Context: an optimization exercise on an open-source flow, tuned for small area. The choices shown serve that exercise and are no tape-out recipe. In this exercise RTL edits were held to simulation tests only and were not proved equivalent to the original. Power figures rest on the tool's default switching activity, not on a simulated workload.

==> tundra <==
## xcrc
module xcrc (
    input             clk,
    input             rst,           
    input             h_we,
    input             h_re,
    input      [9:0]  h_addr,
    input      [31:0] h_wdata,
    output reg [31:0] h_rdata,
    input             sp_cfgerr,
    input      [31:0] sp_cfginfo,
    output reg        sp_req,
    output     [1:0]  sp_op,         
    output     [7:0]  sp_txd,
    output            sp_txv,
    output            sp_txlast,
    input             sp_txrdy,
    input             sp_rsp,
    input      [1:0]  sp_rsp_kind,   
    input      [31:0] sp_rsp_data
);
make LEC_CHECK=0 CAP_MARGIN=20 CORE_MARGIN=2 CORE_UTILIZATION=55 CTS_BUF_LIST='sky130_fd_sc_hd__clkbuf_4 sky130_fd_sc_hd__clkbuf_8' PLACE_DENSITY=0.7 SLEW_MARGIN=20 finish   # period 10.0 ns
run.sh (not shown) runs the stock make flow with config.mk's settings and CLKGATE_MAP_FILE= SYNTH_SCRIPT=/design/flow/synth_recipe.tcl, a recipe that flattens the netlist after the stock synthesis.
==> juniper (differences from tundra) <==
--- a/flow/design.v
+++ b/flow/design.v
@@ -74,23 +74,28 @@
     reg [4:0]  nf;
     reg [4:0]  fi;           
     reg [1:0]  fj;           
     reg [2:0]  bph;          
     reg [1:0]  ln;           
     reg        tof;
     integer q;
     wire [6:0] ptr = {fi, fj};
-    wire [4:0] tw_log = st_busy ? ptr[6:2] : h_addr[4:0];
+    wire       tx_adv = sp_txv && sp_txrdy;
+    wire [6:0] tx_np  = ptr + {6'd0, tx_adv};
+    wire [4:0] tw_log = st_busy ? tx_np[6:2] : h_addr[4:0];
     wire [5:0] tw_d   = {1'b0, tw_log} - {1'b0, pl_t};
     wire [4:0] tw_phy = tw_d[5] ? tw_d[4:0] + 5'd17 : tw_d[4:0];
     wire [31:0] tw    = tr[tw_phy];
     assign sp_op     = (seq == S_FLUSH) ? 2'd0 : (seq == S_TX) ? 2'd1 : 2'd2;
     assign sp_txv    = sp_req && (seq == S_TX) && (ptr < txlen);
-    assign sp_txd    = tw[8*fj +: 8];
+    reg  [7:0] txd_q;
+    always @(posedge clk)
+        txd_q <= tw[8*tx_np[1:0] +: 8];
+    assign sp_txd    = txd_q;
     assign sp_txlast = (ptr == txlen - 7'd1);
     wire [7:0] w_opc = h_wdata[31:24];
     wire [7:0] w_kc  = h_wdata[23:16];
     wire [2:0] w_rsv = h_wdata[15:13];
     wire [4:0] w_n   = h_wdata[12:8];
     wire [7:0] w_imm = h_wdata[7:0];
     wire       w_nokn = (w_kc == 8'd0) && (w_n == 5'd0);
     wire d_clr   = (w_opc == 8'h01) && w_nokn && (w_imm == 8'd0);
@@ -394,18 +399,18 @@
                         fin = 1'b1;
                     end
                 end
                 S_IDLE: ;
                 default: begin
                     if (!sp_req) begin
                         sp_req <= 1'b1;
                     end else begin
-                        if (seq == S_TX && sp_txv && sp_txrdy)
-                            {fi, fj} <= ptr + 7'd1;
+                        if (tx_adv)
+                            {fi, fj} <= tx_np;
                         if (sp_rsp) begin
                             sp_req <= 1'b0;
                             if (rx_ioe) begin
                                 fail      = 1'b1;
                                 fail_io   = 1'b1;
                                 fail_info = sp_rsp_data;
                             end else begin
                                 case (seq)
==> flow/flow/run.sh (new file) <==
#!/bin/bash
# Layout flow: the standard flow (standard.sh, unchanged synthesis,
# floorplan, placement, routing), with the clock tree built from small
# clock buffers in small sink clusters and without dummy loads.
# Each tool's full output goes to the ORFS logs under orfs/logs, and the
# whole run's output to standard.log in this folder.
export CTS_ARGS="-sink_clustering_enable -repair_clock_nets -dont_use_dummy_load -buf_list sky130_fd_sc_hd__clkbuf_4 -sink_clustering_size 10 -sink_clustering_max_diameter 30"
bash standard.sh > standard.log 2>&1
status=$?
tail -n 40 standard.log
exit $status
==> flow/standard.sh (new file) <==
#!/bin/bash
# synth_recipe.tcl (not shown) runs the flow's synth.tcl, then flattens the netlist and writes it again
# the make line also repeats each setting of config.mk as NAME=value (left out here)
make -C /OpenROAD-flow-scripts/flow DESIGN_CONFIG=/design/flow/config.mk WORK_HOME=/design/flow/orfs CLKGATE_MAP_FILE= SYNTH_SCRIPT=/design/flow/synth_recipe.tcl "${@:-finish}"
CORE_UTILIZATION = 30   (was 55)
CTS_BUF_LIST = unset   (was sky130_fd_sc_hd__clkbuf_4 sky130_fd_sc_hd__clkbuf_8)
PLACE_DENSITY = unset   (was 0.7)
removed: flow/run.sh
==> maple (differences from tundra) <==
--- a/flow/design.v
+++ b/flow/design.v
@@ -74,23 +74,28 @@
     reg [4:0]  nf;
     reg [4:0]  fi;           
     reg [1:0]  fj;           
     reg [2:0]  bph;          
     reg [1:0]  ln;           
     reg        tof;
     integer q;
     wire [6:0] ptr = {fi, fj};
-    wire [4:0] tw_log = st_busy ? ptr[6:2] : h_addr[4:0];
+    wire       tx_adv = sp_txv && sp_txrdy;
+    wire [6:0] tx_np  = ptr + {6'd0, tx_adv};
+    wire [4:0] tw_log = st_busy ? tx_np[6:2] : h_addr[4:0];
     wire [5:0] tw_d   = {1'b0, tw_log} - {1'b0, pl_t};
     wire [4:0] tw_phy = tw_d[5] ? tw_d[4:0] + 5'd17 : tw_d[4:0];
     wire [31:0] tw    = tr[tw_phy];
     assign sp_op     = (seq == S_FLUSH) ? 2'd0 : (seq == S_TX) ? 2'd1 : 2'd2;
     assign sp_txv    = sp_req && (seq == S_TX) && (ptr < txlen);
-    assign sp_txd    = tw[8*fj +: 8];
+    reg  [7:0] txd_q;
+    always @(posedge clk)
+        txd_q <= tw[8*tx_np[1:0] +: 8];
+    assign sp_txd    = txd_q;
     assign sp_txlast = (ptr == txlen - 7'd1);
     wire [7:0] w_opc = h_wdata[31:24];
     wire [7:0] w_kc  = h_wdata[23:16];
     wire [2:0] w_rsv = h_wdata[15:13];
     wire [4:0] w_n   = h_wdata[12:8];
     wire [7:0] w_imm = h_wdata[7:0];
     wire       w_nokn = (w_kc == 8'd0) && (w_n == 5'd0);
     wire d_clr   = (w_opc == 8'h01) && w_nokn && (w_imm == 8'd0);
@@ -154,39 +159,40 @@
     wire [3:0]  rr_phy = h_addr[3:0] - pl_r;
     wire [31:0] rr_rd  = rr[rr_phy];
     wire        rr_ok  = {1'b0, h_addr[3:0]} < res_hwm;
     wire        tb_lt  = h_addr[4:0] < tx_hwm[6:2];
     wire        tb_eq  = h_addr[4:0] == tx_hwm[6:2];
     wire [3:0]  tb_ok  = {4{tb_lt}} | ({4{tb_eq}} & {1'b0, tx_hwm[1:0] > 2'd2,
                                                      tx_hwm[1:0] > 2'd1, tx_hwm[1:0] > 2'd0});
     wire [31:0] tb_rd  = tw & {{8{tb_ok[3]}}, {8{tb_ok[2]}}, {8{tb_ok[1]}}, {8{tb_ok[0]}}};
-    reg [31:0] rd_val;
+    wire        a_lo   = (h_addr[9:3] == 7'd0);
+    wire        a_fv   = (h_addr[9:4] == 6'd1);
+    wire        a_fw   = (h_addr[9:4] == 6'd2);
+    wire        a_rs   = (h_addr[9:4] == 6'd3) && rr_ok;
+    wire        a_tb   = (h_addr[9:6] == 4'd1) && (h_addr[5:0] <= 6'd16);
+    reg  [31:0] rd_fv, rd_fw;
     always @(*) begin
-        rd_val = 32'd0;
-        case (h_addr)
-            10'd1: rd_val = {16'd0, st_attempts, st_code, st_ovr, st_rvalid, st_done, st_busy};
-            10'd2: rd_val = {15'd0, cfg_ioretry, cfg_tries, cfg_addr};
-            10'd3: rd_val = {16'd0, crc};
-            10'd4: rd_val = data;
-            10'd5: rd_val = bytes;
-            10'd6: rd_val = st_busy ? 32'd0 : errinfo;
-            10'd7: rd_val = {25'd0, txlen};
-            default: begin
-                if (h_addr >= 10'd16 && h_addr < 10'd32)
-                    rd_val = fval[h_addr[3:0]];
-                else if (h_addr >= 10'd32 && h_addr < 10'd48)
-                    rd_val = {24'd0, fw_rd};
-                else if (h_addr >= 10'd48 && h_addr < 10'd64)
-                    rd_val = rr_ok ? rr_rd : 32'd0;
-                else if (h_addr >= 10'd64 && h_addr <= 10'd80)
-                    rd_val = tb_rd;
-            end
-        endcase
+        rd_fv = 32'd0;
+        rd_fw = 32'd0;
+        for (q = 0; q < 16; q = q + 1) begin
+            rd_fv = rd_fv | (fval[q] & {32{h_addr[3:0] == q}});
+            rd_fw = rd_fw | ({24'd0, fwid[q]} & {32{h_addr[3:0] == q}});
+        end
     end
+    wire [31:0] rd_val =
+        ({32{a_lo && h_addr[2:0] == 3'd1}} & {16'd0, st_attempts, st_code, st_ovr, st_rvalid, st_done, st_busy}) |
+        ({32{a_lo && h_addr[2:0] == 3'd2}} & {15'd0, cfg_ioretry, cfg_tries, cfg_addr}) |
+        ({32{a_lo && h_addr[2:0] == 3'd3}} & {16'd0, crc}) |
+        ({32{a_lo && h_addr[2:0] == 3'd4}} & data) |
+        ({32{a_lo && h_addr[2:0] == 3'd5}} & bytes) |
+        ({32{a_lo && h_addr[2:0] == 3'd6 && !st_busy}} & errinfo) |
+        ({32{a_lo && h_addr[2:0] == 3'd7}} & {25'd0, txlen}) |
+        ({32{a_fv}} & rd_fv) | ({32{a_fw}} & rd_fw) |
+        ({32{a_rs}} & rr_rd) | ({32{a_tb}} & tb_rd);
     always @(posedge clk)
         h_rdata <= rd_val;
     wire [6:0]  tl_m1   = txlen - 7'd1;
     wire        t_ins   = (seq == S_INS) && (ln == 2'd0) && (pl_t == tl_m1[6:2]);
     wire [3:0]  t_lanes = {tl_m1[1:0] == 2'd3, tl_m1[1:0] >= 2'd2, tl_m1[1:0] >= 2'd1, 1'b1};
     wire [31:0] t_new;
     genvar g;
     generate
@@ -394,18 +400,18 @@
                         fin = 1'b1;
                     end
                 end
                 S_IDLE: ;
                 default: begin
                     if (!sp_req) begin
                         sp_req <= 1'b1;
                     end else begin
-                        if (seq == S_TX && sp_txv && sp_txrdy)
-                            {fi, fj} <= ptr + 7'd1;
+                        if (tx_adv)
+                            {fi, fj} <= tx_np;
                         if (sp_rsp) begin
                             sp_req <= 1'b0;
                             if (rx_ioe) begin
                                 fail      = 1'b1;
                                 fail_io   = 1'b1;
                                 fail_info = sp_rsp_data;
                             end else begin
                                 case (seq)
==> flow/flow/run.sh (new file) <==
#!/bin/bash
# Layout flow: the standard flow (standard.sh: unchanged synthesis,
# floorplan, placement, routing), with three changes to how the layout is
# made:
#  - the clock tree is built from clkbuf_4 cells in small sink clusters,
#    without dummy loads;
#  - the port buffers that global placement puts on every input and output
#    are buf_1 cells;
#  - after global routing, gates off the critical paths are downsized
#    (repair_timing -recover_power 100).
# Each tool's full output goes to the ORFS logs under orfs/logs, and the
# whole run's output to standard.log in this folder.
export CTS_ARGS="-sink_clustering_enable -repair_clock_nets -dont_use_dummy_load -buf_list sky130_fd_sc_hd__clkbuf_4 -sink_clustering_size 10 -sink_clustering_max_diameter 30"
export BUFFER_PORTS_ARGS="-buffer_cell sky130_fd_sc_hd__buf_1"
export RECOVER_POWER=100
bash standard.sh > standard.log 2>&1
status=$?
tail -n 40 standard.log
exit $status
==> flow/standard.sh (new file) <==
#!/bin/bash
# synth_recipe.tcl (not shown) runs the flow's synth.tcl, then flattens the netlist and writes it again
# the make line also repeats each setting of config.mk as NAME=value (left out here)
make -C /OpenROAD-flow-scripts/flow DESIGN_CONFIG=/design/flow/config.mk WORK_HOME=/design/flow/orfs CLKGATE_MAP_FILE= SYNTH_SCRIPT=/design/flow/synth_recipe.tcl "${@:-finish}"
CORE_UTILIZATION = 30   (was 55)
CTS_BUF_LIST = unset   (was sky130_fd_sc_hd__clkbuf_4 sky130_fd_sc_hd__clkbuf_8)
PLACE_DENSITY = unset   (was 0.7)
removed: flow/run.sh
==> summary.txt <==
	juniper	tundra	maple
Final cell count without fillers	11,831	10,168	11,685
Post-synthesis simple-gate area fraction	9.37%	8.94%	8.61%
Latest clock arrival within the worst-skew pair	1.47 ns	1.13 ns	1.54 ns
Pin count of the biggest net entering global routing	108	92	83
Clock buffers	431	566	441
Placed Area	0.0949 mm^2	0.0924 mm^2	0.0939 mm^2
Met1 GRT Util	31.4%	56.1%	30.6%
Flop-to-flop setup slack	1.49 ns	1.44 ns	0.89 ns
Floorplan row count	198	146	198
Chip height	545 um	402 um	544 um
Power dissipated in the clock network	5230 uW	8780 uW	5280 uW
Cell area power density	242 mW/mm^2	205 mW/mm^2	176 mW/mm^2
Result of the run	no timing/DRC/antenna violations	no timing/DRC/antenna violations	complete, but fails checks
Layout check failures	-	-	max-capacitance violations, max-slew violations
Critical path class	flop to flop	input pin to primary output	input pin to flop
Count of distinct cell types in the synthesized netlist	97	102	102
Sequential group power	10,800 uW	10,600 uW	10,600 uW
Worst-path maximum fanout	16	18	28
Total met2 wirelength after detailed routing	155,000 um	145,000 um	159,000 um
Count of mapped cells out of synthesis	7,568	7,405	7,388
Sequential Area	0.0558 mm^2	0.0556 mm^2	0.0558 mm^2
Fraction of layout instances using a drive strength above 1	12.7%	15.6%	11.8%
Non-clock buffer contribution to total cell area	3.79%	4.20%	2.67%
Post-layout nets	8,087	7,947	7,928
Detail-routed net length per standard cell	32.0 um	35.3 um	32.4 um

afterwards: timing with drivers on the ports:
No port has a modelled driver above. Below, the same layouts with a new extraction and two added sets of constraints.
Step 1, drivers: a clkbuf_16 drives clk and a buf_2 each remaining input, both assumed.
Step 2 adds t to the input delays and takes it off the output delays; t is the mean of the earliest and latest rising clock arrival at the registers after step 1. Input paths then give back, and output paths get back, about the clock's delay inside the block.
Slacks: no drivers / after step 1 / after step 2; pairs: no drivers / after step 1.
| run | t, ns | setup WS [ns] | worst hold slack (ns) | pins driven straight from the clock port |
|---|---|---|---|---|
| tundra | 1.165 | 0.268 / 0.239 / 0.239 | 0.286 / 0.286 / 0.286 | 1 |
| juniper | 1.486 | 1.492 / 1.492 / 0.843 | 0.196 / 0.196 / 0.196 | 1 |
| maple | 1.511 | 0.776 / 0.844 / -0.667 | 0.183 / 0.183 / 0.183 | 1 |
For maple, which loses most, drivers alone change the setup slack by +0.068 ns; drivers and shift together by -1.443 ns.
